Context: an optimization exercise on an open-source flow, tuned for small area, a short achievable clock period and few clock cycles per item. The choices shown serve that exercise and are no tape-out recipe.
RTL that was checked went through simulation tests only; none was proved equivalent to the original.
Function not checked in runs 2 to 4: the RTL went through the layout flow alone.

$ cat design.v
module aes_sbox (
    input  wire [7:0] a,
    output wire [7:0] y
);
    wire U0 = a[7], U1 = a[6], U2 = a[5], U3 = a[4], U4 = a[3], U5 = a[2], U6 = a[1], U7 = a[0];
    wire T1, T2, T3, T4, T5, T6, T7, T8, T9, T10, T11, T12, T13, T14, T15, T16, T17, T18, T19, T20, T21, T22, T23, T24, T25, T26, T27, M1, M2, M3, M4, M5, M6, M7, M8, M9, M10, M11, M12, M13, M14, M15, M16, M17, M18, M19, M20, M21, M22, M23, M24, M25, M26, M27, M28, M29, M30, M31, M32, M33, M34, M35, M36, M37, M38, M39, M40, M41, M42, M43, M44, M45, M46, M47, M48, M49, M50, M51, M52, M53, M54, M55, M56, M57, M58, M59, M60, M61, M62, M63, L0, L1, L2, L3, L4, L5, L6, L7, L8, L9, L10, L11, L12, L13, L14, L15, L16, L17, L18, L19, L20, L21, L22, L23, L24, L25, L26, L27, L28, L29;
    wire S0, S1, S2, S3, S4, S5, S6, S7;
    assign T1 = U0 ^ U3;
    assign T2 = U0 ^ U5;
    assign T3 = U0 ^ U6;
    assign T4 = U3 ^ U5;
    assign T5 = U4 ^ U6;
    assign T6 = T1 ^ T5;
    assign T7 = U1 ^ U2;
    assign T8 = U7 ^ T6;
    assign T9 = U7 ^ T7;
    assign T10 = T6 ^ T7;
    assign T11 = U1 ^ U5;
    assign T12 = U2 ^ U5;
    assign T13 = T3 ^ T4;
    assign T14 = T6 ^ T11;
    assign T15 = T5 ^ T11;
    assign T16 = T5 ^ T12;
    assign T17 = T9 ^ T16;
    assign T18 = U3 ^ U7;
    assign T19 = T7 ^ T18;
    assign T20 = T1 ^ T19;
    assign T21 = U6 ^ U7;
    assign T22 = T7 ^ T21;
    assign T23 = T2 ^ T22;
    assign T24 = T2 ^ T10;
    assign T25 = T20 ^ T17;
    assign T26 = T3 ^ T16;
    assign T27 = T1 ^ T12;
    assign M1 = T13 & T6;
    assign M2 = T23 & T8;
    assign M3 = T14 ^ M1;
    assign M4 = T19 & U7;
    assign M5 = M4 ^ M1;
    assign M6 = T3 & T16;
    assign M7 = T22 & T9;
    assign M8 = T26 ^ M6;
    assign M9 = T20 & T17;
    assign M10 = M9 ^ M6;
    assign M11 = T1 & T15;
    assign M12 = T4 & T27;
    assign M13 = M12 ^ M11;
    assign M14 = T2 & T10;
    assign M15 = M14 ^ M11;
    assign M16 = M3 ^ M2;
    assign M17 = M5 ^ T24;
    assign M18 = M8 ^ M7;
    assign M19 = M10 ^ M15;
    assign M20 = M16 ^ M13;
    assign M21 = M17 ^ M15;
    assign M22 = M18 ^ M13;
    assign M23 = M19 ^ T25;
    assign M24 = M22 ^ M23;
    assign M25 = M22 & M20;
    assign M26 = M21 ^ M25;
    assign M27 = M20 ^ M21;
    assign M28 = M23 ^ M25;
    assign M29 = M28 & M27;
    assign M30 = M26 & M24;
    assign M31 = M20 & M23;
    assign M32 = M27 & M31;
    assign M33 = M27 ^ M25;
    assign M34 = M21 & M22;
    assign M35 = M24 & M34;
    assign M36 = M24 ^ M25;
    assign M37 = M21 ^ M29;
    assign M38 = M32 ^ M33;
    assign M39 = M23 ^ M30;
    assign M40 = M35 ^ M36;
    assign M41 = M38 ^ M40;
    assign M42 = M37 ^ M39;
    assign M43 = M37 ^ M38;
    assign M44 = M39 ^ M40;
    assign M45 = M42 ^ M41;
    assign M46 = M44 & T6;
    assign M47 = M40 & T8;
    assign M48 = M39 & U7;
    assign M49 = M43 & T16;
    assign M50 = M38 & T9;
    assign M51 = M37 & T17;
    assign M52 = M42 & T15;
    assign M53 = M45 & T27;
    assign M54 = M41 & T10;
    assign M55 = M44 & T13;
    assign M56 = M40 & T23;
    assign M57 = M39 & T19;
    assign M58 = M43 & T3;
    assign M59 = M38 & T22;
    assign M60 = M37 & T20;
    assign M61 = M42 & T1;
    assign M62 = M45 & T4;
    assign M63 = M41 & T2;
    assign L0 = M61 ^ M62;
    assign L1 = M50 ^ M56;
    assign L2 = M46 ^ M48;
    assign L3 = M47 ^ M55;
    assign L4 = M54 ^ M58;
    assign L5 = M49 ^ M61;
    assign L6 = M62 ^ L5;
    assign L7 = M46 ^ L3;
    assign L8 = M51 ^ M59;
    assign L9 = M52 ^ M53;
    assign L10 = M53 ^ L4;
    assign L11 = M60 ^ L2;
    assign L12 = M48 ^ M51;
    assign L13 = M50 ^ L0;
    assign L14 = M52 ^ M61;
    assign L15 = M55 ^ L1;
    assign L16 = M56 ^ L0;
    assign L17 = M57 ^ L1;
    assign L18 = M58 ^ L8;
    assign L19 = M63 ^ L4;
    assign L20 = L0 ^ L1;
    assign L21 = L1 ^ L7;
    assign L22 = L3 ^ L12;
    assign L23 = L18 ^ L2;
    assign L24 = L15 ^ L9;
    assign L25 = L6 ^ L10;
    assign L26 = L7 ^ L9;
    assign L27 = L8 ^ L10;
    assign L28 = L11 ^ L14;
    assign L29 = L11 ^ L17;
    assign S0 = L6 ^ L24;
    assign S1 = ~(L16 ^ L26);
    assign S2 = ~(L19 ^ L28);
    assign S3 = L6 ^ L21;
    assign S4 = L20 ^ L22;
    assign S5 = L25 ^ L29;
    assign S6 = ~(L13 ^ L27);
    assign S7 = ~(L6 ^ L23);
    assign y = {S0, S1, S2, S3, S4, S5, S6, S7};
endmodule
module aes_round (
    input  wire [127:0] state_in,
    output wire [127:0] shifted,
    output wire [127:0] mixed
);
    wire [127:0] sub;
    genvar i, r, c;
    generate
        for (i = 0; i < 16; i = i + 1) begin : g_sub
            aes_sbox u_sbox (.a(state_in[127-8*i -: 8]), .y(sub[127-8*i -: 8]));
        end
        for (r = 0; r < 4; r = r + 1) begin : g_row
            for (c = 0; c < 4; c = c + 1) begin : g_col
                assign shifted[127-8*(r+4*c) -: 8] = sub[127-8*(r+4*((c+r)%4)) -: 8];
            end
        end
        for (c = 0; c < 4; c = c + 1) begin : g_mix
            wire [7:0] a0 = shifted[127-8*(4*c+0) -: 8];
            wire [7:0] a1 = shifted[127-8*(4*c+1) -: 8];
            wire [7:0] a2 = shifted[127-8*(4*c+2) -: 8];
            wire [7:0] a3 = shifted[127-8*(4*c+3) -: 8];
            wire [7:0] x0 = {a0[6:0], 1'b0} ^ (a0[7] ? 8'h1b : 8'h00);
            wire [7:0] x1 = {a1[6:0], 1'b0} ^ (a1[7] ? 8'h1b : 8'h00);
            wire [7:0] x2 = {a2[6:0], 1'b0} ^ (a2[7] ? 8'h1b : 8'h00);
            wire [7:0] x3 = {a3[6:0], 1'b0} ^ (a3[7] ? 8'h1b : 8'h00);
            assign mixed[127-8*(4*c+0) -: 8] = x0 ^ (x1 ^ a1) ^ a2 ^ a3;
            assign mixed[127-8*(4*c+1) -: 8] = a0 ^ x1 ^ (x2 ^ a2) ^ a3;
            assign mixed[127-8*(4*c+2) -: 8] = a0 ^ a1 ^ x2 ^ (x3 ^ a3);
            assign mixed[127-8*(4*c+3) -: 8] = (x0 ^ a0) ^ a1 ^ a2 ^ x3;
        end
    endgenerate
endmodule
module aes_key_step (
    input  wire [127:0] key_in,
    input  wire [7:0]   rcon,
    output wire [127:0] key_out
);
    wire [31:0] w0 = key_in[127:96];
    wire [31:0] w1 = key_in[95:64];
    wire [31:0] w2 = key_in[63:32];
    wire [31:0] w3 = key_in[31:0];
    wire [31:0] rot = {w3[23:0], w3[31:24]};
    wire [31:0] subw;
    aes_sbox u_s0 (.a(rot[31:24]), .y(subw[31:24]));
    aes_sbox u_s1 (.a(rot[23:16]), .y(subw[23:16]));
    aes_sbox u_s2 (.a(rot[15:8]),  .y(subw[15:8]));
    aes_sbox u_s3 (.a(rot[7:0]),   .y(subw[7:0]));
    wire [31:0] t  = subw ^ {rcon, 24'h000000};
    wire [31:0] n0 = w0 ^ t;
    wire [31:0] n1 = w1 ^ n0;
    wire [31:0] n2 = w2 ^ n1;
    wire [31:0] n3 = w3 ^ n2;
    assign key_out = {n0, n1, n2, n3};
endmodule
module crc_word (
    input  wire [15:0] crc_in,
    input  wire [15:0] data,
    input  wire [1:0]  n,
    output wire [15:0] crc_out
);
    function [15:0] crc_byte(input [15:0] c, input [7:0] d);
        integer b;
        begin
            crc_byte = c ^ {d, 8'h00};
            for (b = 0; b < 8; b = b + 1)
                crc_byte = {crc_byte[14:0], 1'b0} ^ (crc_byte[15] ? 16'h3d65 : 16'h0000);
        end
    endfunction
    wire [15:0] one = crc_byte(crc_in, data[15:8]);
    wire [15:0] two = crc_byte(one, data[7:0]);
    assign crc_out = n[1] ? two : (n[0] ? one : crc_in);
endmodule
module wmbus_ctr_decrypt (
    input  wire         clk,
    input  wire         rst,
    input  wire         start,
    input  wire [127:0] key,
    input  wire [111:0] iv,
    input  wire [7:0]   len,
    output wire         idle,
    input  wire         in_valid,
    input  wire [127:0] in_data,
    output wire         in_ready,
    output reg          out_valid,
    output reg  [127:0] out_data,
    output reg          done,
    output wire         crc_ok,
    output wire [15:0]  crc_calc,
    output reg  [15:0]  crc_exp
);
    reg         act;         
    reg         pre;         
    reg         run;         
    reg [3:0]   round;       
    reg [3:0]   blk;         
    reg         v9;          
    reg [7:0]   sb_in;       
    reg [7:0]   len_r;
    reg [127:0] state;
    reg [127:0] rk;          
    reg [127:0] k1;          
    reg [127:0] c1;          
    reg [15:0]  crc_r;
    reg [7:0]   rem;         
    reg [3:0]   ccnt;        
    reg         first;       
    wire start_ok = start & idle;
    wire last_rnd = (round == 4'd10);
    wire take     = run & last_rnd & v9;
    assign idle     = ~act | done;
    assign in_ready = take;
    reg [7:0] rcon;
    always @(*) begin
        case (round)
            4'd1:    rcon = 8'h01;
            4'd2:    rcon = 8'h02;
            4'd3:    rcon = 8'h04;
            4'd4:    rcon = 8'h08;
            4'd5:    rcon = 8'h10;
            4'd6:    rcon = 8'h20;
            4'd7:    rcon = 8'h40;
            4'd8:    rcon = 8'h80;
            4'd9:    rcon = 8'h1b;
            4'd10:   rcon = 8'h36;
            default: rcon = 8'h00;
        endcase
    end
    wire [127:0] next_key;
    aes_key_step u_key (
        .key_in  (rk),
        .rcon    (rcon),
        .key_out (next_key)
    );
    wire [127:0] shifted, mixed;
    aes_round u_round (
        .state_in (state),
        .shifted  (shifted),
        .mixed    (mixed)
    );
    wire [127:0] round_out = mixed ^ next_key;
    wire [7:0] s15;
    aes_sbox u_s15 (.a(sb_in), .y(s15));
    wire [7:0] s15x2 = {s15[6:0], 1'b0} ^ (s15[7] ? 8'h1b : 8'h00);
    wire [31:0] inj  = {s15, s15, s15x2 ^ s15, s15x2};
    wire [7:0] k0_15 = k1[7:0] ^ k1[39:32];
    wire [3:0] last_blk = len_r[7:4] - {3'b000, (len_r[3:0] == 4'd0)};
    wire [127:0] pt_raw = shifted ^ next_key ^ in_data;
    wire [127:0] pt;
    genvar j;
    generate
        for (j = 0; j < 16; j = j + 1) begin : g_mask
            wire keep = (blk != last_blk) || (len_r[3:0] == 4'd0) || (len_r[3:0] > j);
            assign pt[127-8*j -: 8] = keep ? pt_raw[127-8*j -: 8] : 8'h00;
        end
    endgenerate
    wire        crc_on = (ccnt != 4'd0);
    wire [1:0]  crc_n  = (!crc_on || first) ? 2'd0 :
                         (rem >= 8'd2) ? 2'd2 : {1'b0, rem[0]};
    wire [15:0] crc_next;
    crc_word u_crc (
        .crc_in  (crc_r),
        .data    (out_data[127:112]),
        .n       (crc_n),
        .crc_out (crc_next)
    );
    wire [7:0] rem_dec  = (rem >= 8'd2) ? rem - 8'd2 : 8'd0;
    wire [7:0] rem_next = crc_on ? rem_dec : rem;
    assign crc_calc = ~crc_r;
    assign crc_ok   = (len_r[7:1] != 7'd0) && (crc_calc == crc_exp);
    always @(posedge clk) begin
        if (start_ok) begin
            state <= {iv, 16'h0000} ^ key;
            rk    <= key;
            round <= 4'd1;
        end else if (last_rnd) begin
            state <= {c1[127:96] ^ inj, c1[95:0]};
            rk    <= k1;
            round <= 4'd2;
        end else begin
            state <= round_out;
            rk    <= next_key;
            round <= round + 4'd1;
        end
        if (pre) begin
            k1 <= next_key;
            c1 <= {round_out[127:96] ^ inj, round_out[95:0]};
        end
        if (start_ok)
            sb_in <= key[7:0];
        else if (round == 4'd9)
            sb_in <= k0_15 ^ {4'h0, in_valid ? blk + 4'd1 : blk};
        if (round == 4'd9)
            v9 <= in_valid;
        if (take) begin
            out_data <= pt;
            blk      <= blk + 4'd1;
        end else begin
            out_data <= {out_data[111:0], 16'h0000};
        end
        if (start_ok)
            blk <= 4'd0;
        if (crc_on) begin
            crc_r <= crc_next;
            ccnt  <= ccnt - 4'd1;
            rem   <= rem_dec;
            if (first)
                crc_exp <= {out_data[119:112], out_data[127:120]};
            first <= 1'b0;
        end
        if (take)
            ccnt <= 4'd8;
        if (start_ok)
            ccnt <= 4'd0;
        if (rst) begin
            act       <= 1'b0;
            pre       <= 1'b0;
            run       <= 1'b0;
            ccnt      <= 4'd0;
            out_valid <= 1'b0;
            done      <= 1'b0;
        end else begin
            out_valid <= take;
            pre       <= start_ok;
            done      <= act & ~done & ~start_ok & ~pre & ~run & (rem_next == 8'd0);
            if (start_ok) begin
                act     <= 1'b1;
                run     <= (len != 8'd0);
                len_r   <= len;
                rem     <= len;
                first   <= 1'b1;
                crc_r   <= 16'h0000;
                crc_exp <= 16'h0000;
            end else begin
                if (done)
                    act <= 1'b0;
                if (take && blk == last_blk)
                    run <= 1'b0;
            end
        end
    end
endmodule
$ cat run.sh
#!/bin/bash
# synth_recipe.tcl (not shown) runs the flow's synth.tcl, then flattens the netlist and writes it again
# the make line also repeats each setting of config.mk as NAME=value (left out here)
make -C /OpenROAD-flow-scripts/flow DESIGN_CONFIG=/design/flow/config.mk WORK_HOME=/design/flow/orfs CLKGATE_MAP_FILE= SYNTH_SCRIPT=/design/flow/synth_recipe.tcl finish
$ cat config.mk
export PLATFORM = sky130hd
export DESIGN_NAME = wmbus_ctr_decrypt
export DESIGN_NICKNAME = wmbus_ctr_decrypt
export VERILOG_FILES = /design/flow/design.v
export SDC_FILE = /design/flow/constraint.sdc
export NUM_CORES = 4
export LEC_CHECK = 0
export CAP_MARGIN = 20
export CORE_MARGIN = 2
export CORE_UTILIZATION = 25
export PLACE_DENSITY = 0.5
export SLEW_MARGIN = 20
$ cat constraint.sdc
create_clock -name core_clock -period 8.0 [get_ports {clk}]
set_input_delay 1.6000 -clock core_clock [delete_from_list [all_inputs] [get_ports {clk}]]
set_output_delay 1.6000 -clock core_clock [all_outputs]
set_load 0.01 [all_outputs]
==> flow_metrics.env, run 1 <==
export IMPL_htree_num_levels=3
export IMPL_grt_usage=0.235
export IMPL_syn_area_sq_um=76900
export IMPL_worst_path_most_repeated_cell="xnor2_1"
export IMPL_slew_viol_final=0
export IMPL_dp_hpwl_mm=308
export IMPL_finalCritPeriodShare=0.968
export IMPL_fin_crit_ns=7.74
export IMPL_synth_enable_flop_cells=273
export IMPL_ant_nets=0
export IMPL_path_class="flip-flop to flip-flop"
export IMPL_critPathLaunchType="flip-flop"
export IMPL_drcViolationCount=0
export IMPL_clk_path_buf_depth=3
export IMPL_timing_final_hold_violations=0
export IMPL_syn_avg_cell_area_sq_um=8.66
export IMPL_synth_nets=9315
export IMPL_rsz0062_at_grt="no"
export IMPL_hp_class="flip-flop to flip-flop"
export IMPL_final_setup_worst_slack_ns=0.260
export IMPL_fillCellCount=32500
export IMPL_crit_slowest_cell="dfxtp_1"
export IMPL_clock_sinks=715
export IMPL_worstReg2RegEnd="state[45]$_DFF_P_"
export IMPL_final_cell_mix="xnor2_1 (1553), nand2_1 (759), xor2_1 (672)"
export IMPL_yosys_area_top_type="xnor2_1"
export IMPL_gr_total_overflow=0
export IMPL_clk_pin_slew_ns=0.06
export IMPL_gp_congestion=0.967
export IMPL_die_area_sq_um=312000
export IMPL_dpl_worst_slack_ns=-0.0592
export IMPL_num_nets_final=9747
export IMPL_wl_mm=382
export IMPL_clock_fmax_mhz=129
export IMPL_rr_startpoint="rk[7]$_DFF_P_"
export IMPL_ys_seq_area_frac=0.222
export IMPL_clk_latency_ns=0.77
export IMPL_drt_initial_drc_count=8368
export IMPL_r2r_cells=19
export IMPL_area_growth_synth_to_final_pct=18.4
export IMPL_cp_startpoint="rk[7]$_DFF_P_"
export IMPL_cts_setup_buffers=0
export IMPL_vias_per_cell=5.36
export IMPL_finalSetupViolations=0
export IMPL_hp_start="c1[89]$_DFFE_PP_"
export IMPL_initial_utilization=0.251
export IMPL_synth_area_leaders="xnor2_1 (18%), dfxtp_1 (12%), edfxtp_1 (11%)"
export IMPL_synthFlopType="dfxtp_1"
export IMPL_synth_cell_types=117
export IMPL_synth_seq_cells=715
export IMPL_crit_fanout=14
export IMPL_synthCells=8882
export IMPL_cp_top_family="XOR/XNOR gates"
export IMPL_critPathBufInv=0
export IMPL_ioPinCount=545
export IMPL_path_cells="xnor2_1, xnor2_1, nand2_1, nand2_1, ha_1, xnor2_1, xnor2_2, xnor2_2, xnor2_1, o2111a_1, a211oi_2, xnor2_1, xnor3_2, xor2_4, xor2_4, xnor2_1, xnor2_1, nor2_1, nor2_1"
export IMPL_grt_pass1_wl_mm=528
export IMPL_relSlewSlack=0.132
export IMPL_dieWidth_microns=559
export IMPL_vias=72300
export IMPL_maxCapViolations=0
export IMPL_grt_max_degree=126
export IMPL_io_buffers=544
export IMPL_min_to="state[89]$_DFF_P_"
export IMPL_crit_required_ns=8.53
export IMPL_die_height_microns=559
export IMPL_clock_tree_root_cell="clkbuf_16"
export IMPL_setup_tns_ns=0
export IMPL_worstMarginPinSlew_ns=1.29
export IMPL_async_reset_ff_frac=0
export IMPL_clock_skew_final_ns=0.0688
export IMPL_layout_commonest_cell="xnor2_1"
export IMPL_drive_above_1_share=0.0935
export IMPL_critPathArrivalTime_ns=8.27
export IMPL_grt_pass1_vias=67900
export IMPL_endpoint_kind="flip-flop"
export IMPL_yosysWarnings=2
export IMPL_outcome="complete, no violations"
export IMPL_synth_top_cell_area_share=0.178
export IMPL_first_pass_iters=7
export IMPL_hold_depth=1
export IMPL_wl_per_cell_microns=28.3
export IMPL_antenna_found_initial=40
export IMPL_rows=203
export IMPL_rrSetupSlack_ns=0.26
export IMPL_cts_tree="built"
export IMPL_cts_buffers=87
export IMPL_core_sq_um=306000
export IMPL_cp_slowest_stage_delay_ns=0.78
==> per-layer routing <==
metal,GRT usage,vias to the layer above,part of all wire
met1,0.316,35900,0.43
met3,0.0380,487,0.081
li1,-,32300,-
met2,0.369,3572,0.44
met4,0.102,20,0.049
met5,0,-,0.00033
==> kinds of logic after synthesis <==
kind of cell             synth area share
AND/OR/NAND/NOR                     0.128
adder cells (fa/ha/maj)            0.0122
flip-flops                          0.222
XOR/XNOR                            0.378
multiplexers                       0.0215
AO/OA/AOI/OAI                       0.197
buffers and inverters              0.0421
==> what timing repair did <==
action / CTS / global route
hold buffers: 0 / 0
setup endpoints to repair: 2 / 8
gates resized for setup: 1 / 5
==> state kept, by name, summed over array words and instances (netlist names), 4 cells and up <==
| register | count |
|---|---|
| crc_r | 16 |
| crc_exp | 16 |
| round | 4 |
| c1 | 128 |
| len_r | 8 |
| ccnt | 4 |
| blk | 4 |
| rk | 128 |
| state | 128 |
| k1 | 128 |
| rem | 8 |
| out_data | 128 |
| sb_in | 8 |
==> worst max path at each step <==
stage / cells past startpoint / slack [ns] / end
finish: 19 / 0.26 / state[45]$_DFF_P_
global route: 19 / 0.02 / state[45]$_DFF_P_
CTS: 20 / 0.03 / state[45]$_DFF_P_
detailed placement: 19 / -0.06 / state[45]$_DFF_P_
global placement: 19 / -0.09 / state[45]$_DFF_P_
floorplan: 0 / 1.46 / c1[0]$_DFFE_PP_
==> synthesized netlist by cell type, drive strengths merged, types with 170 or more instances <==
library cell,instances
xnor2,1688
nand2,762
xor2,729
nor2,672
a21oi,605
o21ai,516
dfxtp,442
clkbuf,343
edfxtp,273
buf,238
xnor3,236
inv,181
nand3,179
nor3,170
==> metrics by stage <==
stage	instance area, sq um	hold WS [ns]	std cells	util
3_3_place_gp	87900	0.463	13300	0.288
3_5_place_dp	88000	0.459	13300	0.288
6_report	91000	0.471	13500	0.298
5_1_grt	91000	0.488	13500	0.298
2_1_floorplan	76900	0.431	8882	-
4_1_cts	90900	0.474	13500	0.297
==> layout make-up <==
| cell class | instances | area [sq um] | area share |
|---|---|---|---|
| multi-input cells | 7404 | 56800 | 0.624 |
| inverters | 182 | 683 | 0.00750 |
| clock inverters | 41 | 493 | 0.00541 |
| clock buffers | 120 | 2450 | 0.0269 |
| well taps | 4100 | 5130 | 0.0563 |
| diodes | 18 | 45.0 | 0.000495 |
| flip-flops and latches | 715 | 17100 | 0.187 |
| repair buffers | 924 | 8380 | 0.0921 |
Testbench counts, summed over its fixed seeds: cycles 25,269, blocks 2,579.
==> run 2: changes to the inputs <==
--- a/design.v
+++ b/design.v
@@ -182,12 +182,11 @@
     aes_sbox u_s1 (.a(rot[23:16]), .y(subw[23:16]));
     aes_sbox u_s2 (.a(rot[15:8]),  .y(subw[15:8]));
     aes_sbox u_s3 (.a(rot[7:0]),   .y(subw[7:0]));
-    wire [31:0] t  = subw ^ {rcon, 24'h000000};
-    wire [31:0] n0 = w0 ^ t;
-    wire [31:0] n1 = w1 ^ n0;
-    wire [31:0] n2 = w2 ^ n1;
-    wire [31:0] n3 = w3 ^ n2;
-    assign key_out = {n0, n1, n2, n3};
+    wire [31:0] t   = subw ^ {rcon, 24'h000000};
+    wire [31:0] p1  = w0 ^ w1;
+    wire [31:0] p2  = p1 ^ w2;
+    wire [31:0] p3  = p2 ^ w3;
+    assign key_out = {w0 ^ t, p1 ^ t, p2 ^ t, p3 ^ t};
 endmodule
 module crc_word (
     input  wire [15:0] crc_in,
@@ -226,6 +225,7 @@
     output reg  [15:0]  crc_exp
 );
     reg         act;         
+    reg         p0;          
     reg         pre;         
     reg         run;         
     reg [3:0]   round;       
@@ -235,7 +235,7 @@
     reg [7:0]   len_r;
     reg [127:0] state;
     reg [127:0] rk;          
-    reg [127:0] k1;          
+    reg [127:0] k2;          
     reg [127:0] c1;          
     reg [15:0]  crc_r;
     reg [7:0]   rem;         
@@ -249,16 +249,16 @@
     reg [7:0] rcon;
     always @(*) begin
         case (round)
-            4'd1:    rcon = 8'h01;
-            4'd2:    rcon = 8'h02;
-            4'd3:    rcon = 8'h04;
-            4'd4:    rcon = 8'h08;
-            4'd5:    rcon = 8'h10;
-            4'd6:    rcon = 8'h20;
-            4'd7:    rcon = 8'h40;
-            4'd8:    rcon = 8'h80;
-            4'd9:    rcon = 8'h1b;
-            4'd10:   rcon = 8'h36;
+            4'd0:    rcon = 8'h01;
+            4'd1:    rcon = 8'h02;
+            4'd2:    rcon = 8'h04;
+            4'd3:    rcon = 8'h08;
+            4'd4:    rcon = 8'h10;
+            4'd5:    rcon = 8'h20;
+            4'd6:    rcon = 8'h40;
+            4'd7:    rcon = 8'h80;
+            4'd8:    rcon = 8'h1b;
+            4'd9:    rcon = 8'h36;
             default: rcon = 8'h00;
         endcase
     end
@@ -274,14 +274,14 @@
         .shifted  (shifted),
         .mixed    (mixed)
     );
-    wire [127:0] round_out = mixed ^ next_key;
+    wire [127:0] round_out = mixed ^ rk;
     wire [7:0] s15;
     aes_sbox u_s15 (.a(sb_in), .y(s15));
     wire [7:0] s15x2 = {s15[6:0], 1'b0} ^ (s15[7] ? 8'h1b : 8'h00);
-    wire [31:0] inj  = {s15, s15, s15x2 ^ s15, s15x2};
-    wire [7:0] k0_15 = k1[7:0] ^ k1[39:32];
+    wire [31:0] inj  = p0 ? 32'h0 : {s15, s15, s15x2 ^ s15, s15x2};
+    wire [7:0] k0_15 = k2[7:0] ^ k2[71:64];
     wire [3:0] last_blk = len_r[7:4] - {3'b000, (len_r[3:0] == 4'd0)};
-    wire [127:0] pt_raw = shifted ^ next_key ^ in_data;
+    wire [127:0] pt_raw = shifted ^ rk ^ in_data;
     wire [127:0] pt;
     genvar j;
     generate
@@ -305,23 +305,26 @@
     assign crc_calc = ~crc_r;
     assign crc_ok   = (len_r[7:1] != 7'd0) && (crc_calc == crc_exp);
     always @(posedge clk) begin
+        if (last_rnd || p0)
+            state <= {c1[127:96] ^ inj, c1[95:0]};
+        else
+            state <= round_out;
         if (start_ok) begin
-            state <= {iv, 16'h0000} ^ key;
             rk    <= key;
-            round <= 4'd1;
+            round <= 4'd0;
         end else if (last_rnd) begin
-            state <= {c1[127:96] ^ inj, c1[95:0]};
-            rk    <= k1;
+            rk    <= k2;
             round <= 4'd2;
         end else begin
-            state <= round_out;
             rk    <= next_key;
             round <= round + 4'd1;
         end
-        if (pre) begin
-            k1 <= next_key;
+        if (start_ok)
+            c1 <= {iv, 16'h0000} ^ key;
+        else if (pre)
             c1 <= {round_out[127:96] ^ inj, round_out[95:0]};
-        end
+        if (pre)
+            k2 <= next_key;
         if (start_ok)
             sb_in <= key[7:0];
         else if (round == 4'd9)
@@ -350,6 +353,7 @@
             ccnt <= 4'd0;
         if (rst) begin
             act       <= 1'b0;
+            p0        <= 1'b0;
             pre       <= 1'b0;
             run       <= 1'b0;
             ccnt      <= 4'd0;
@@ -357,8 +361,9 @@
             done      <= 1'b0;
         end else begin
             out_valid <= take;
-            pre       <= start_ok;
-            done      <= act & ~done & ~start_ok & ~pre & ~run & (rem_next == 8'd0);
+            p0        <= start_ok;
+            pre       <= p0;
+            done      <= act & ~done & ~start_ok & ~p0 & ~pre & ~run & (rem_next == 8'd0);
             if (start_ok) begin
                 act     <= 1'b1;
                 run     <= (len != 8'd0);
==> flow/run.sh (new file) <==
#!/bin/bash
# Layout flow: the standard ORFS flow, except that synthesis maps the
# logic with flow/abc.script (ABC area-oriented mapping, no up-sizing or
# buffering at synthesis) instead of ORFS's abc_speed.script. Everything
# else (the synthesis passes, flattening, renaming, floorplan, placement,
# CTS, routing) is the standard.sh unchanged.
set -euo pipefail
W=$(pwd)
{
  echo 'proc abc {args} {'
  echo '  set i [lsearch -exact $args -script]'
  echo "  if {\$i >= 0} { lset args [expr {\$i + 1}] $W/flow/abc.script }"
  echo '  yosys abc {*}$args'
  echo '}'
  cat "$W/synth_recipe.tcl"
} > "$W/own_synth.tcl"
sed "s#SYNTH_SCRIPT=[^ ]*#SYNTH_SCRIPT=$W/own_synth.tcl#" "$W/standard.sh" > "$W/own_standard.sh"
grep -q "SYNTH_SCRIPT=$W/own_synth.tcl" "$W/own_standard.sh"
bash "$W/own_standard.sh" > "$W/orfs_make.log" 2>&1
==> flow/abc.script (new file) <==
strash
&get -n
&st
&dch
&nf -R 1000
&put
==> standard.sh (new file) <==
#!/bin/bash
# synth_recipe.tcl (not shown) runs the flow's synth.tcl, then flattens the netlist and writes it again
# the make line also repeats each setting of config.mk as NAME=value (left out here)
make -C /OpenROAD-flow-scripts/flow DESIGN_CONFIG=/design/flow/config.mk WORK_HOME=/design/flow/orfs CLKGATE_MAP_FILE= SYNTH_SCRIPT=/design/flow/synth_recipe.tcl "${@:-finish}"
--- a/config.mk
+++ b/config.mk
@@ -7,6 +7,6 @@
 export LEC_CHECK = 0
 export CAP_MARGIN = 20
 export CORE_MARGIN = 2
-export CORE_UTILIZATION = 25
-export PLACE_DENSITY = 0.5
+export CORE_UTILIZATION = 50
+export PLACE_DENSITY = 0.65
 export SLEW_MARGIN = 20
removed: run.sh
==> run 2 against run 1 <==
Compared with the run above: utilization rose by 31 points; setup slack improved by 0.45 ns; cell area fell by 28%; maximum frequency rose by 6.2%; synthesized cell count fell by 31%; sequential share of layout area rose by 7.2 points; highest routed layer unchanged.
==> flow_metrics.env, run 2 <==
export IMPL_dieWidth_microns=335
export IMPL_synth_area_leaders="xnor2_1 (32%), dfxtp_1 (16%), edfxtp_1 (15%)"
export IMPL_grt_util_met2=0.598
export IMPL_cts_buffers=84
export IMPL_crit_fanout=7
export IMPL_critPathArrivalTime_ns=7.87
export IMPL_synthCells=6087
export IMPL_setup_tns_ns=0
export IMPL_ys_seq_area_frac=0.312
export IMPL_drive_above_1_share=0.0340
export IMPL_grt_pass1_wl_mm=311
export IMPL_io_buffers=544
export IMPL_grt_use_met3=0.0571
export IMPL_clk_pin_slew_ns=0.06
export IMPL_clock_fmax_mhz=137
export IMPL_fin_crit_ns=7.29
export IMPL_synth_most_common_cell="xnor2_1"
export IMPL_antenna_found_initial=18
export IMPL_relSlewSlack=0.0796
export IMPL_vias_per_cell=5.54
export IMPL_cp_slowest_stage_delay_ns=0.75
export IMPL_grt_usage=0.381
export IMPL_synth_enable_flop_cells=273
export IMPL_num_nets_final=7237
export IMPL_critPathBufInv=0
export IMPL_vias=45900
export IMPL_slew_viol_final=0
export IMPL_maxCapViolations=0
export IMPL_finalCritPeriodShare=0.911
export IMPL_clock_skew_final_ns=0.0305
export IMPL_gp_congestion=1.02
export IMPL_wl_mm=219
export IMPL_cts_setup_buffers=0
export IMPL_outcome="complete, no violations"
export IMPL_clock_sinks=716
export IMPL_rsz0062_at_grt="no"
export IMPL_final_cell_mix="xnor2_1 (2003), xor2_1 (929), nor2_1 (713)"
export IMPL_first_pass_iters=6
export IMPL_die_height_microns=335
export IMPL_htree_num_levels=3
export IMPL_ctsResizeCount=0
export IMPL_hp_class="flip-flop to flip-flop"
export IMPL_syn_area_sq_um=54800
export IMPL_ioPinCount=545
export IMPL_worst_path_most_repeated_cell="xnor2_1"
export IMPL_path_cells="xnor2_1, xnor2_1, xor2_1, ha_1, xnor2_1, xnor2_1, xor2_1, a21oi_1, xnor2_1, xor2_1, xor2_1, nand2b_1, xnor2_1, xnor2_1, xnor2_1, xor2_1, xor2_1, xor2_1, nor2_1, o21ai_0"
export IMPL_drcViolationCount=0
export IMPL_synthTopCellsByCount="xnor2_1 (2003), xor2_1 (929), nor2_1 (715)"
export IMPL_synth_cell_types=45
export IMPL_die_area_sq_um=112000
export IMPL_ant_nets=0
export IMPL_gr_total_overflow=0
export IMPL_synth_top_cell_area_share=0.320
export IMPL_yosysWarnings=2
export IMPL_critPathLaunchType="flip-flop"
export IMPL_syn_avg_cell_area_sq_um=9.00
export IMPL_initial_utilization=0.504
export IMPL_synth_nets=6520
export IMPL_dp_hpwl_mm=179
export IMPL_clk_path_buf_depth=3
export IMPL_rows=121
export IMPL_worstMarginPinSlew_ns=1.37
export IMPL_timing_final_hold_violations=0
export IMPL_cp_top_family="XOR/XNOR gates"
export IMPL_core_sq_um=109000
export IMPL_drt_initial_drc_count=4860
export IMPL_crit_slowest_cell="dfxtp_1"
export IMPL_wl_per_cell_microns=26.4
export IMPL_cts_tree="built"
export IMPL_finalSetupViolations=0
export IMPL_yosys_area_top_type="xnor2_1"
export IMPL_synthFlopType="dfxtp_1"
export IMPL_endpoint_kind="flip-flop"
export IMPL_grt_pass1_vias=44400
export IMPL_clk_latency_ns=0.68
export IMPL_hold_buffers=0
export IMPL_use_met1=0.505
export IMPL_area_growth_synth_to_final_pct=20.0
export IMPL_async_reset_ff_frac=0
export IMPL_clock_tree_root_cell="clkbuf_16"
export IMPL_top_usage_layer="met2"
export IMPL_crit_required_ns=8.59
export IMPL_grt_max_degree=142
export IMPL_layout_commonest_cell="xnor2_1"
export IMPL_synth_seq_cells=716
export IMPL_path_class="flip-flop to flip-flop"
## run 2: path summary, 6_finish.rpt
check,from,end,slack [ns],cells after the start
worst max-delay path,rk[23]$_DFF_P_,rk[24]$_DFF_P_,0.71,20
worst min-delay path,c1[27]$_DFFE_PP_,state[27]$_DFF_P_,0.44,1
worst max register to register,rk[23]$_DFF_P_,rk[24]$_DFF_P_,0.71,20
worst min register to register,c1[27]$_DFFE_PP_,state[27]$_DFF_P_,0.44,1
## run 2: cell type report
type | instances | area (sq um)
Clock inverter | 46 | 563
Fill cell | 9780 | 43000
Antenna cell | 6 | 15.0
Timing Repair Buffer | 631 | 6160
Tap cell | 1414 | 1770
Multi-Input combinational cell | 5281 | 37400
Sequential cell | 716 | 17100
Clock buffer | 111 | 2360
Inverter | 90 | 338
## run 2: layer usage
metal  part of all wire  wire [microns]
met5            0.00023              51
met4              0.064           14100
met3              0.075           16600
met2               0.44           96600
met1               0.42           92100
## run 2: stage by stage
stage / setup slack (ns) / cell area, sq um / utilization / hold WS, ns / instances
detailed placement: 0.874 / 62800 / 0.578 / 0.435 / 8132
global placement: 0.971 / 62800 / 0.578 / 0.432 / 8132
CTS: 0.784 / 65700 / 0.604 / 0.445 / 8289
global route: 0.439 / 65700 / 0.604 / 0.462 / 8289
finish: 0.714 / 65700 / 0.605 / 0.438 / 8295
floorplan: 1.14 / 54800 / - / 0.425 / 6087
## run 2: cell families (layout without fill, tap and decap cells)
| logic type | after synthesis | after routing | synth area share |
|---|---|---|---|
| XOR/XNOR | 2939 | 2939 | 0.472 |
| AND/OR/NAND/NOR | 1400 | 1400 | 0.104 |
| AO/OA/AOI/OAI | 856 | 856 | 0.0872 |
| flip-flops | 716 | 716 | 0.312 |
| buffers and inverters | 90 | 878 | 0.00617 |
| adder cells (fa/ha/maj) | 53 | 53 | 0.0121 |
| multiplexers | 33 | 33 | 0.00660 |
| other | 0 | 6 | 0 |
## run 2: worst register-to-register path: stages (launching register included)
cell	delay, ns
dfxtp_1	0.75
xnor2_1	0.32
xnor2_1	0.51
xor2_1	0.29
ha_1	0.29
xnor2_1	0.20
xnor2_1	0.15
xor2_1	0.40
a21oi_1	0.15
xnor2_1	0.35
xor2_1	0.29
xor2_1	0.22
nand2b_1	0.09
xnor2_1	0.50
xnor2_1	0.28
xnor2_1	0.68
xor2_1	0.57
xor2_1	0.62
xor2_1	0.28
nor2_1	0.06
o21ai_0	0.21
==> run 3: changes to the inputs <==
--- a/design.v
+++ b/design.v
@@ -172,10 +172,11 @@
     input  wire [7:0]   rcon,
     output wire [127:0] key_out
 );
-    wire [31:0] w0 = key_in[127:96];
-    wire [31:0] w1 = key_in[95:64];
-    wire [31:0] w2 = key_in[63:32];
-    wire [31:0] w3 = key_in[31:0];
+    wire [31:0] p0 = key_in[127:96];
+    wire [31:0] p1 = key_in[95:64];
+    wire [31:0] p2 = key_in[63:32];
+    wire [31:0] p3 = key_in[31:0];
+    wire [31:0] w3  = p2 ^ p3;
     wire [31:0] rot = {w3[23:0], w3[31:24]};
     wire [31:0] subw;
     aes_sbox u_s0 (.a(rot[31:24]), .y(subw[31:24]));
@@ -183,10 +184,9 @@
     aes_sbox u_s2 (.a(rot[15:8]),  .y(subw[15:8]));
     aes_sbox u_s3 (.a(rot[7:0]),   .y(subw[7:0]));
     wire [31:0] t   = subw ^ {rcon, 24'h000000};
-    wire [31:0] p1  = w0 ^ w1;
-    wire [31:0] p2  = p1 ^ w2;
-    wire [31:0] p3  = p2 ^ w3;
-    assign key_out = {w0 ^ t, p1 ^ t, p2 ^ t, p3 ^ t};
+    wire [31:0] q01 = p0 ^ p1;
+    wire [31:0] q23 = p2 ^ p3;
+    assign key_out = {p0 ^ t, q01, (q01 ^ p2) ^ t, q01 ^ q23};
 endmodule
 module crc_word (
     input  wire [15:0] crc_in,
@@ -219,10 +219,10 @@
     output wire         in_ready,
     output reg          out_valid,
     output reg  [127:0] out_data,
-    output reg          done,
+    output wire         done,
     output wire         crc_ok,
     output wire [15:0]  crc_calc,
-    output reg  [15:0]  crc_exp
+    output wire [15:0]  crc_exp
 );
     reg         act;         
     reg         p0;          
@@ -241,6 +241,7 @@
     reg [7:0]   rem;         
     reg [3:0]   ccnt;        
     reg         first;       
+    reg [15:0]  crc_exp_r;
     wire start_ok = start & idle;
     wire last_rnd = (round == 4'd10);
     wire take     = run & last_rnd & v9;
@@ -274,14 +275,16 @@
         .shifted  (shifted),
         .mixed    (mixed)
     );
-    wire [127:0] round_out = mixed ^ rk;
+    wire [127:0] rkw = {rk[127:96], rk[127:96] ^ rk[95:64],
+                        rk[95:64] ^ rk[63:32], rk[63:32] ^ rk[31:0]};
+    wire [127:0] round_out = mixed ^ rkw;
     wire [7:0] s15;
     aes_sbox u_s15 (.a(sb_in), .y(s15));
     wire [7:0] s15x2 = {s15[6:0], 1'b0} ^ (s15[7] ? 8'h1b : 8'h00);
     wire [31:0] inj  = p0 ? 32'h0 : {s15, s15, s15x2 ^ s15, s15x2};
-    wire [7:0] k0_15 = k2[7:0] ^ k2[71:64];
+    wire [7:0] k0_15 = k2[103:96] ^ k2[71:64] ^ k2[39:32] ^ k2[7:0];
     wire [3:0] last_blk = len_r[7:4] - {3'b000, (len_r[3:0] == 4'd0)};
-    wire [127:0] pt_raw = shifted ^ rk ^ in_data;
+    wire [127:0] pt_raw = shifted ^ rkw ^ in_data;
     wire [127:0] pt;
     genvar j;
     generate
@@ -302,7 +305,9 @@
     );
     wire [7:0] rem_dec  = (rem >= 8'd2) ? rem - 8'd2 : 8'd0;
     wire [7:0] rem_next = crc_on ? rem_dec : rem;
-    assign crc_calc = ~crc_r;
+    assign done     = act & ~p0 & ~pre & ~run & (rem_next == 8'd0);
+    assign crc_calc = ~crc_next;
+    assign crc_exp  = (crc_on & first) ? {out_data[119:112], out_data[127:120]} : crc_exp_r;
     assign crc_ok   = (len_r[7:1] != 7'd0) && (crc_calc == crc_exp);
     always @(posedge clk) begin
         if (last_rnd || p0)
@@ -310,7 +315,9 @@
         else
             state <= round_out;
         if (start_ok) begin
-            rk    <= key;
+            rk    <= {key[127:96], key[127:96] ^ key[95:64],
+                      key[127:96] ^ key[95:64] ^ key[63:32],
+                      key[127:96] ^ key[95:64] ^ key[63:32] ^ key[31:0]};
             round <= 4'd0;
         end else if (last_rnd) begin
             rk    <= k2;
@@ -344,7 +351,7 @@
             ccnt  <= ccnt - 4'd1;
             rem   <= rem_dec;
             if (first)
-                crc_exp <= {out_data[119:112], out_data[127:120]};
+                crc_exp_r <= {out_data[119:112], out_data[127:120]};
             first <= 1'b0;
         end
         if (take)
@@ -358,12 +365,10 @@
             run       <= 1'b0;
             ccnt      <= 4'd0;
             out_valid <= 1'b0;
-            done      <= 1'b0;
         end else begin
             out_valid <= take;
             p0        <= start_ok;
             pre       <= p0;
-            done      <= act & ~done & ~start_ok & ~p0 & ~pre & ~run & (rem_next == 8'd0);
             if (start_ok) begin
                 act     <= 1'b1;
                 run     <= (len != 8'd0);
@@ -371,7 +376,7 @@
                 rem     <= len;
                 first   <= 1'b1;
                 crc_r   <= 16'h0000;
-                crc_exp <= 16'h0000;
+                crc_exp_r <= 16'h0000;
             end else begin
                 if (done)
                     act <= 1'b0;
==> flow/run.sh (replaced) <==
#!/bin/bash
# Layout flow: the standard ORFS flow (standard.sh) with two changes:
#  - synthesis maps the logic with flow/abc.script (ABC area-oriented
#    mapping, no up-sizing or buffering at synthesis) instead of ORFS's
#    abc_speed.script; the synthesis passes, flattening and renaming are
#    synth_recipe.tcl's, unchanged;
#  - the port buffers that global placement inserts on every input and
#    output are sky130_fd_sc_hd__buf_1 instead of the default cell.
# Floorplan, power grid, placement, CTS and routing are the standard ones.
set -euo pipefail
W=$(pwd)
{
  echo 'proc abc {args} {'
  echo '  set i [lsearch -exact $args -script]'
  echo "  if {\$i >= 0} { lset args [expr {\$i + 1}] $W/flow/abc.script }"
  echo '  yosys abc {*}$args'
  echo '}'
  cat "$W/synth_recipe.tcl"
} > "$W/own_synth.tcl"
sed -e "s#SYNTH_SCRIPT=[^ ]*#SYNTH_SCRIPT=$W/own_synth.tcl 'BUFFER_PORTS_ARGS=-buffer_cell sky130_fd_sc_hd__buf_1'#" \
    "$W/standard.sh" > "$W/own_standard.sh"
grep -q "SYNTH_SCRIPT=$W/own_synth.tcl" "$W/own_standard.sh"
bash "$W/own_standard.sh" > "$W/orfs_make.log" 2>&1
==> flow/abc.script (replaced) <==
strash
&get -n
&st
&dch
&nf -R 30
&put
--- a/config.mk
+++ b/config.mk
@@ -9,4 +9,5 @@
 export CORE_MARGIN = 2
 export CORE_UTILIZATION = 50
 export PLACE_DENSITY = 0.65
+export SETUP_SLACK_MARGIN = 2
 export SLEW_MARGIN = 20
==> run 3 against run 2 <==
Compared with the run above: sequential share of layout area fell by 1.5 points; still clean; count of clock-buffer cells in the layout rose by 7; cell count rose by 4.8%; highest routed layer unchanged.
==> flow_metrics.env, run 3 <==
export IMPL_grt_max_degree=127
export IMPL_synth_compound_gate_area_share=0.0811
export IMPL_synth_top_family_by_area="XOR/XNOR gates"
export IMPL_drt_initial_drc_count=4661
export IMPL_path_class="flip-flop to output port"
export IMPL_clk_pin_slew_ns=0.06
export IMPL_dp_hpwl_mm=189
export IMPL_crit_fanout=4
export IMPL_rows=124
export IMPL_cts_tree="built"
export IMPL_final_cell_mix="xnor2_1 (1866), xor2_1 (836), nor2_1 (625)"
export IMPL_layout_commonest_cell="xnor2_1"
export IMPL_gr_total_overflow=0
export IMPL_synth_seq_cells=715
export IMPL_clock_fmax_mhz=152
export IMPL_crit_required_ns=6.40
export IMPL_clock_tree_root_cell="clkbuf_16"
export IMPL_vias_per_cell=5.57
export IMPL_yosys_area_top_type="xnor2_1"
export IMPL_finalSetupViolations=0
export IMPL_synthCells=6223
export IMPL_first_pass_iters=9
export IMPL_ioPinCount=545
export IMPL_die_area_sq_um=117000
export IMPL_syn_area_sq_um=57200
export IMPL_synthSimpleGateAreaFrac=0.101
export IMPL_slew_viol_final=0
export IMPL_clock_sinks=715
export IMPL_endpoint_kind="output port"
export IMPL_outcome="complete, no violations"
export IMPL_fin_util=0.611
export IMPL_ant_nets=0
export IMPL_num_nets_final=7541
export IMPL_synthTopCellsByCount="xnor2_1 (2144), xor2_1 (917), nor2_1 (634)"
export IMPL_hp_class="flip-flop to flip-flop"
export IMPL_htree_num_levels=3
export IMPL_synthMuxAreaShare=0.0140
export IMPL_io_buffers=544
export IMPL_relSlewSlack=0.197
export IMPL_maxCapViolations=0
export IMPL_yosysWarnings=2
export IMPL_die_height_microns=342
export IMPL_gp_congestion=1.01
export IMPL_wl_mm=235
export IMPL_rsz0062_at_grt="yes"
export IMPL_dieWidth_microns=342
export IMPL_critPathLaunchType="flip-flop"
export IMPL_initial_utilization=0.502
export IMPL_finalCritPeriodShare=0.822
export IMPL_grt_pass1_wl_mm=326
export IMPL_critPathArrivalTime_ns=4.98
export IMPL_synth_enable_flop_cells=273
export IMPL_timing_final_hold_violations=0
export IMPL_synth_nets=6656
export IMPL_drive_above_1_share=0.116
export IMPL_synth_most_common_cell="xnor2_1"
export IMPL_fin_crit_ns=6.58
export IMPL_wl_per_cell_microns=27.1
export IMPL_drcViolationCount=0
export IMPL_ys_seq_area_frac=0.298
export IMPL_area_growth_synth_to_final_pct=21.8
export IMPL_setup_tns_ns=0
export IMPL_synth_area_leaders="xnor2_1 (33%), dfxtp_1 (15%), edfxtp_1 (14%)"
export IMPL_antenna_found_initial=7
export IMPL_cts_buffers=86
export IMPL_synth_top_cell_area_share=0.328
export IMPL_fillCellCount=10100
export IMPL_clock_skew_final_ns=0.0304
export IMPL_vias=48400
export IMPL_core_sq_um=114000
export IMPL_synth_fa_ha_area_frac=0.0116
export IMPL_syn_avg_cell_area_sq_um=9.19
export IMPL_grt_pass1_vias=45900
export IMPL_async_reset_ff_frac=0
export IMPL_clk_path_buf_depth=3
export IMPL_clk_latency_ns=0.69
export IMPL_synthFlopType="dfxtp_1"
export IMPL_synth_xor_area_frac=0.488
export IMPL_grt_usage=0.388
export IMPL_synth_cell_types=50
export IMPL_worstMarginPinSlew_ns=1.20
export IMPL_hold_buffers=0
[run 3: cell count changes after synthesis, moves of 14 or more]
cell,delta
nand2b_1,-19
a21oi_1,-14
mux2_1,+30
o211ai_1,+29
or3_1,+16
nand2_1,+35
o21ai_0,-145
xnor2_1,+141
a211oi_1,+16
nor2_1,-81
a31oi_1,+36
xnor3_1,+45
[run 3: logic make-up (layout without fill, tap and decap cells)]
family                   Yosys count  in the layout
AO/OA/AOI/OAI                    791            791
flip-flops                       715            715
AND/OR/NAND/NOR                 1387           1387
XOR/XNOR                        3110           3110
adder cells (fa/ha/maj)           53             53
buffers and inverters             94           1049
multiplexers                      73             73
other                              0              1
[run 3: worst paths after layout]
check | endpoint | slack [ns] | cells past startpoint | startpoint
max | crc_ok | 1.42 | 21 | crc_r[15]$_DFF_P_
min | state[49]$_DFF_P_ | 0.44 | 1 | c1[49]$_DFFE_PP_
max reg2reg | c1[49]$_DFFE_PP_ | 2.18 | 19 | state[17]$_DFF_P_
min reg2reg | state[49]$_DFF_P_ | 0.44 | 1 | c1[49]$_DFFE_PP_
[run 3: stage by stage]
| step | hold slack [ns] | setup slack [ns] | area, sq um | cells |
|---|---|---|---|---|
| 2_1_floorplan | 0.425 | 1.88 | 57500 | 6223 |
| 3_3_place_gp | 0.429 | 1.27 | 62500 | 8407 |
| 3_5_place_dp | 0.437 | 1.26 | 62500 | 8407 |
| 4_1_cts | 0.446 | 1.36 | 67100 | 8607 |
| 5_1_grt | 0.458 | 1.16 | 69600 | 8690 |
| 6_report | 0.439 | 1.42 | 69600 | 8691 |
[run 3: final cells by class]
class                   count  area [sq um]  area share
diodes                      1          2.50   0.0000359
well taps                1512          1890      0.0272
inverters                  94           359     0.00516
clock buffers             118          2440      0.0350
flip-flops and latches    715         17100       0.245
multi-input cells        5414         43400       0.623
repair buffers            797          4040      0.0580
clock inverters            40           462     0.00663
[run 3: worst max-delay path, cell delays in order (launching register included)]
cell and delay (ns):
dfxtp_2 0.35, xnor2_4 0.27, xor2_4 0.22, xnor2_2 0.14, buf_6 0.15, xnor2_4 0.09
xnor2_4 0.26, xor2_4 0.23, xnor2_2 0.12, xnor2_2 0.27, buf_4 0.20, xnor3_1 0.40
xnor2_1 0.14, xnor2_1 0.14, o21ai_2 0.26, nor2_1 0.09, a31oi_1 0.14, nand4_1 0.13
nor4_2 0.28, nand4_1 0.13, nor4_2 0.13, buf_2 0.16
[run 3: repair_timing]
action / 4_1_cts / 5_1_grt
setup endpoints to repair: 247 / 275
pin swaps: 43 / 67
buffers inserted: 42 / 83
endpoints found under the hold margin: 0 / 0
resized for setup: 198 / 261
[run 3: routing by layer]
layer / vias up / wire length [microns] / global-route usage
li1: 22100 / - / -
met1: 23300 / 92400 / 0.503
met4: 2 / 19300 / 0.252
met3: 581 / 22000 / 0.0716
met5: - / 13 / 0
met2: 2427 / 101000 / 0.592
==> run 4: changes to the inputs <==
--- a/design.v
+++ b/design.v
@@ -156,14 +156,19 @@
             wire [7:0] a1 = shifted[127-8*(4*c+1) -: 8];
             wire [7:0] a2 = shifted[127-8*(4*c+2) -: 8];
             wire [7:0] a3 = shifted[127-8*(4*c+3) -: 8];
-            wire [7:0] x0 = {a0[6:0], 1'b0} ^ (a0[7] ? 8'h1b : 8'h00);
-            wire [7:0] x1 = {a1[6:0], 1'b0} ^ (a1[7] ? 8'h1b : 8'h00);
-            wire [7:0] x2 = {a2[6:0], 1'b0} ^ (a2[7] ? 8'h1b : 8'h00);
-            wire [7:0] x3 = {a3[6:0], 1'b0} ^ (a3[7] ? 8'h1b : 8'h00);
-            assign mixed[127-8*(4*c+0) -: 8] = x0 ^ (x1 ^ a1) ^ a2 ^ a3;
-            assign mixed[127-8*(4*c+1) -: 8] = a0 ^ x1 ^ (x2 ^ a2) ^ a3;
-            assign mixed[127-8*(4*c+2) -: 8] = a0 ^ a1 ^ x2 ^ (x3 ^ a3);
-            assign mixed[127-8*(4*c+3) -: 8] = (x0 ^ a0) ^ a1 ^ a2 ^ x3;
+            wire [7:0] d0 = a0 ^ a1;
+            wire [7:0] d1 = a1 ^ a2;
+            wire [7:0] d2 = a2 ^ a3;
+            wire [7:0] d3 = a3 ^ a0;
+            wire [7:0] t  = d0 ^ d2;
+            wire [7:0] x0 = {d0[6:0], 1'b0} ^ (d0[7] ? 8'h1b : 8'h00);
+            wire [7:0] x1 = {d1[6:0], 1'b0} ^ (d1[7] ? 8'h1b : 8'h00);
+            wire [7:0] x2 = {d2[6:0], 1'b0} ^ (d2[7] ? 8'h1b : 8'h00);
+            wire [7:0] x3 = {d3[6:0], 1'b0} ^ (d3[7] ? 8'h1b : 8'h00);
+            assign mixed[127-8*(4*c+0) -: 8] = (a0 ^ t) ^ x0;
+            assign mixed[127-8*(4*c+1) -: 8] = (a1 ^ t) ^ x1;
+            assign mixed[127-8*(4*c+2) -: 8] = (a2 ^ t) ^ x2;
+            assign mixed[127-8*(4*c+3) -: 8] = (a3 ^ t) ^ x3;
         end
     endgenerate
 endmodule
@@ -219,14 +224,15 @@
     output wire         in_ready,
     output reg          out_valid,
     output reg  [127:0] out_data,
-    output wire         done,
+    output reg          done,
     output wire         crc_ok,
     output wire [15:0]  crc_calc,
-    output wire [15:0]  crc_exp
+    output reg  [15:0]  crc_exp
 );
     reg         act;         
     reg         p0;          
     reg         pre;         
+    reg         pst;         
     reg         run;         
     reg [3:0]   round;       
     reg [3:0]   blk;         
@@ -241,7 +247,6 @@
     reg [7:0]   rem;         
     reg [3:0]   ccnt;        
     reg         first;       
-    reg [15:0]  crc_exp_r;
     wire start_ok = start & idle;
     wire last_rnd = (round == 4'd10);
     wire take     = run & last_rnd & v9;
@@ -305,9 +310,7 @@
     );
     wire [7:0] rem_dec  = (rem >= 8'd2) ? rem - 8'd2 : 8'd0;
     wire [7:0] rem_next = crc_on ? rem_dec : rem;
-    assign done     = act & ~p0 & ~pre & ~run & (rem_next == 8'd0);
-    assign crc_calc = ~crc_next;
-    assign crc_exp  = (crc_on & first) ? {out_data[119:112], out_data[127:120]} : crc_exp_r;
+    assign crc_calc = ~crc_r;
     assign crc_ok   = (len_r[7:1] != 7'd0) && (crc_calc == crc_exp);
     always @(posedge clk) begin
         if (last_rnd || p0)
@@ -328,8 +331,8 @@
         end
         if (start_ok)
             c1 <= {iv, 16'h0000} ^ key;
-        else if (pre)
-            c1 <= {round_out[127:96] ^ inj, round_out[95:0]};
+        else if (pst)
+            c1 <= {state[127:96] ^ inj, state[95:0]};
         if (pre)
             k2 <= next_key;
         if (start_ok)
@@ -351,7 +354,7 @@
             ccnt  <= ccnt - 4'd1;
             rem   <= rem_dec;
             if (first)
-                crc_exp_r <= {out_data[119:112], out_data[127:120]};
+                crc_exp <= {out_data[119:112], out_data[127:120]};
             first <= 1'b0;
         end
         if (take)
@@ -362,13 +365,17 @@
             act       <= 1'b0;
             p0        <= 1'b0;
             pre       <= 1'b0;
+            pst       <= 1'b0;
             run       <= 1'b0;
             ccnt      <= 4'd0;
             out_valid <= 1'b0;
+            done      <= 1'b0;
         end else begin
             out_valid <= take;
             p0        <= start_ok;
             pre       <= p0;
+            pst       <= pre;
+            done      <= act & ~done & ~start_ok & ~p0 & ~pre & ~run & (rem_next == 8'd0);
             if (start_ok) begin
                 act     <= 1'b1;
                 run     <= (len != 8'd0);
@@ -376,7 +383,7 @@
                 rem     <= len;
                 first   <= 1'b1;
                 crc_r   <= 16'h0000;
-                crc_exp_r <= 16'h0000;
+                crc_exp <= 16'h0000;
             end else begin
                 if (done)
                     act <= 1'b0;
--- a/config.mk
+++ b/config.mk
@@ -9,5 +9,5 @@
 export CORE_MARGIN = 2
 export CORE_UTILIZATION = 50
 export PLACE_DENSITY = 0.65
-export SETUP_SLACK_MARGIN = 2
+export SETUP_SLACK_MARGIN = 2.5
 export SLEW_MARGIN = 20
==> run 4 against run 3 <==
Compared with the run above: still clean; synthesized cell count up 0.87%; clock skew decreased by 0.011 ns; setup slack better by 1.1 ns; cell count rose by 2.5%; cell area grew 6.2%; maximum frequency up 20%; worst hold slack got worse by 0.0014 ns; synthesized area is 0.70% lower; non-clock buffer count grew 177; first-iteration DRC count up 22%; largest cell class unchanged.
==> flow_metrics.env, run 4 <==
export IMPL_wl_per_cell_microns=28.1
export IMPL_io_buffers=544
export IMPL_rows=123
export IMPL_dp_hpwl_mm=197
export IMPL_ioPinCount=545
export IMPL_design_area_sq_um=73900
export IMPL_cts_buffers=87
export IMPL_area_growth_synth_to_final_pct=30.2
export IMPL_clock_skew_final_ns=0.0198
export IMPL_finalSetupViolations=0
export IMPL_drcViolationCount=0
export IMPL_yosys_area_top_type="xnor2_1"
export IMPL_vias_per_cell=5.67
export IMPL_crit_fanout=13
export IMPL_grt_pass1_vias=47200
export IMPL_fillCellCount=9327
export IMPL_clk_path_buf_depth=3
export IMPL_regArea_sq_um=17200
export IMPL_synth_top_cell_area_share=0.337
export IMPL_relSlewSlack=0.153
export IMPL_layout_commonest_cell="xnor2_1"
export IMPL_endpoint_kind="flip-flop"
export IMPL_drive_above_1_share=0.182
export IMPL_clk_pin_slew_ns=0.06
export IMPL_synth_cell_types=51
export IMPL_wl_mm=251
export IMPL_vias=50500
export IMPL_synth_area_leaders="xnor2_1 (34%), dfxtp_1 (16%), edfxtp_1 (14%)"
export IMPL_async_reset_ff_frac=0
export IMPL_clock_tree_root_cell="clkbuf_16"
export IMPL_outcome="complete, no violations"
export IMPL_ys_seq_area_frac=0.301
export IMPL_synthTopCellsByCount="xnor2_1 (2187), xor2_1 (844), nor2_1 (627)"
export IMPL_finalCritPeriodShare=0.687
export IMPL_synthFlopType="dfxtp_1"
export IMPL_syn_area_sq_um=56800
export IMPL_synthCells=6277
export IMPL_grt_pass1_wl_mm=342
export IMPL_yosysWarnings=2
export IMPL_critPathArrivalTime_ns=5.86
export IMPL_antenna_found_initial=16
export IMPL_synth_most_common_cell="xnor2_1"
export IMPL_synth_nets=6710
export IMPL_path_cells="nor4_1, ha_1, ha_1, xnor2_1, nor4_1, nand2b_1, nand2_1, nand2_1, nor2_1, o21ai_0"
export IMPL_cts_tree="built"
export IMPL_syn_avg_cell_area_sq_um=9.05
export IMPL_synth_enable_flop_cells=273
export IMPL_maxCapViolations=0
export IMPL_die_area_sq_um=116000
export IMPL_first_pass_iters=5
export IMPL_drt_initial_drc_count=5666
export IMPL_gp_congestion=1.02
export IMPL_crit_slowest_cell="nor2_1"
export IMPL_final_cell_mix="xnor2_1 (1724), xor2_1 (692), nor2_1 (606)"
export IMPL_cp_slowest_stage_delay_ns=0.93
export IMPL_gr_total_overflow=0
export IMPL_ant_nets=0
export IMPL_rsz0062_at_grt="yes"
export IMPL_clock_fmax_mhz=182
export IMPL_synth_seq_cells=717
export IMPL_hp_class="flip-flop to flip-flop"
export IMPL_multiInputGateArea_sq_um=46000
export IMPL_clock_sinks=717
export IMPL_dieWidth_microns=341
export IMPL_htree_num_levels=3
export IMPL_die_height_microns=341
export IMPL_timing_final_hold_violations=0
export IMPL_setup_tns_ns=0
export IMPL_fin_crit_ns=5.50
export IMPL_grt_usage=0.412
export IMPL_core_sq_um=112000
export IMPL_placed_area_sq_um=62000
export IMPL_hold_depth=2
export IMPL_critPathLaunchType="flip-flop"
export IMPL_slew_viol_final=0
export IMPL_hold_buffers=0
export IMPL_r2r_cells=10
export IMPL_grt_max_degree=170
export IMPL_clk_latency_ns=0.68
export IMPL_worstMarginPinSlew_ns=1.26
export IMPL_num_nets_final=7773
export IMPL_initial_utilization=0.505
export IMPL_path_class="flip-flop to flip-flop"
export IMPL_crit_required_ns=8.36
run 4: cell types whose count changed in the layout (fill, tap and decap cells not counted), moves of 70 or more:
cell,before,now
buf_4,244,398
xor2_1,836,692
xnor2_1,1866,1724
xnor2_2,242,358
o21ai_0,306,415
dfxtp_1,429,359
run 4: worst paths after layout:
check	from	to	slack [ns]
max	len_r[1]$_DFFE_PP_	out_data[87]$_DFF_P_	2.50
min	c1[34]$_DFFE_PP_	state[34]$_DFF_P_	0.44
max reg2reg	len_r[1]$_DFFE_PP_	out_data[87]$_DFF_P_	2.50
min reg2reg	c1[34]$_DFFE_PP_	state[34]$_DFF_P_	0.44
run 4: per-layer routing:
layer | part of all wire | global-route usage | vias to the layer above
met5 | 0.00016 | 0 | -
met4 | 0.073 | 0.236 | 6
met3 | 0.098 | 0.0686 | 600
met2 | 0.44 | 0.632 | 2849
met1 | 0.39 | 0.550 | 24500
li1 | - | - | 22600
run 4: final cells by class:
cell class / instances / area share
Multi-Input combinational cell: 5456 / 0.622
Sequential cell: 717 / 0.233
Timing Repair Buffer: 974 / 0.0761
Clock buffer: 124 / 0.0338
Tap cell: 1500 / 0.0254
Inverter: 104 / 0.00528
Clock inverter: 33 / 0.00474
Antenna cell: 3 / 0.000102
run 4: what timing repair did:
| action | CTS | global route |
|---|---|---|
| buffers inserted | 93 | 215 |
| pin swaps | 64 | 179 |
| endpoints found under the setup margin | 292 | 241 |
| cloned | 0 | 0 |
| resized for setup | 461 | 495 |
run 4: critical path: cells and delay by family (launching register included):
| kind | cells | cell delay (ns) |
|---|---|---|
| AOI/OAI and AO/OA | 1 | 0.60 |
| and+or+nand+nor | 6 | 3.35 |
| DFF | 1 | 0.61 |
| adders and majority gates | 2 | 0.48 |
| xor gates and xnor gates | 1 | 0.13 |
run 4: cell families after synthesis:
logic type | Yosys count | synth area share
multiplexers | 15 | 0.00280
flip-flops | 717 | 0.301
AND/OR/NAND/NOR | 1462 | 0.107
AO/OA/AOI/OAI | 849 | 0.0847
XOR/XNOR | 3077 | 0.486
adder cells (fa/ha/maj) | 53 | 0.0117
buffers and inverters | 104 | 0.00688
run 4: per-stage QoR:
stage / instances / setup WS, ns / hold slack [ns] / util
CTS: 8693 / 2.40 / 0.442 / 0.613
detailed placement: 8443 / 0.930 / 0.433 / 0.551
global placement: 8443 / 0.806 / 0.427 / 0.550
floorplan: 6277 / 2.52 / 0.415 / -
finish: 8911 / 2.50 / 0.438 / 0.657
global route: 8908 / 2.37 / 0.470 / 0.657

[static timing again, ports no longer ideal]
The results above use ideal ports. As a check the final layouts listed here were re-extracted and re-timed, cells and wires unchanged.
Step 1 (the two cells are an assumption about what drives the block):
set clk [get_ports {clk}]
set_driving_cell -lib_cell sky130_fd_sc_hd__clkbuf_16 $clk
set_driving_cell -lib_cell sky130_fd_sc_hd__buf_2 [delete_from_list [all_inputs] $clk]
Step 2 moves the port delays by t, midway between the first and last clock arrival at a register: inputs arrive t later, outputs are due t later. That takes back most of the time a late clock gives input paths.
Three values: ideal ports, drivers, drivers and shift; two values: the first two.
run | shift t [ns] | setup WS [ns] | worst setup path at the end | clock arrival spread, ns | worst slew at a driven data input, ns
run 1 | 0.832 | 0.260 / 0.260 / 0.260 | register to register | 0.069 / 0.069 | 0.19
run 2 | 0.744 | 0.714 / 0.714 / 0.714 | register to register | 0.033 / 0.033 | 0.14
run 3 | 0.753 | 1.421 / 1.339 / 2.092 | register to output | 0.030 / 0.030 | 0.10
run 4 | 0.748 | 2.503 / 2.503 / 2.503 | register to register | 0.021 / 0.021 | 0.17
After both steps setup and hold are still met in every run listed.
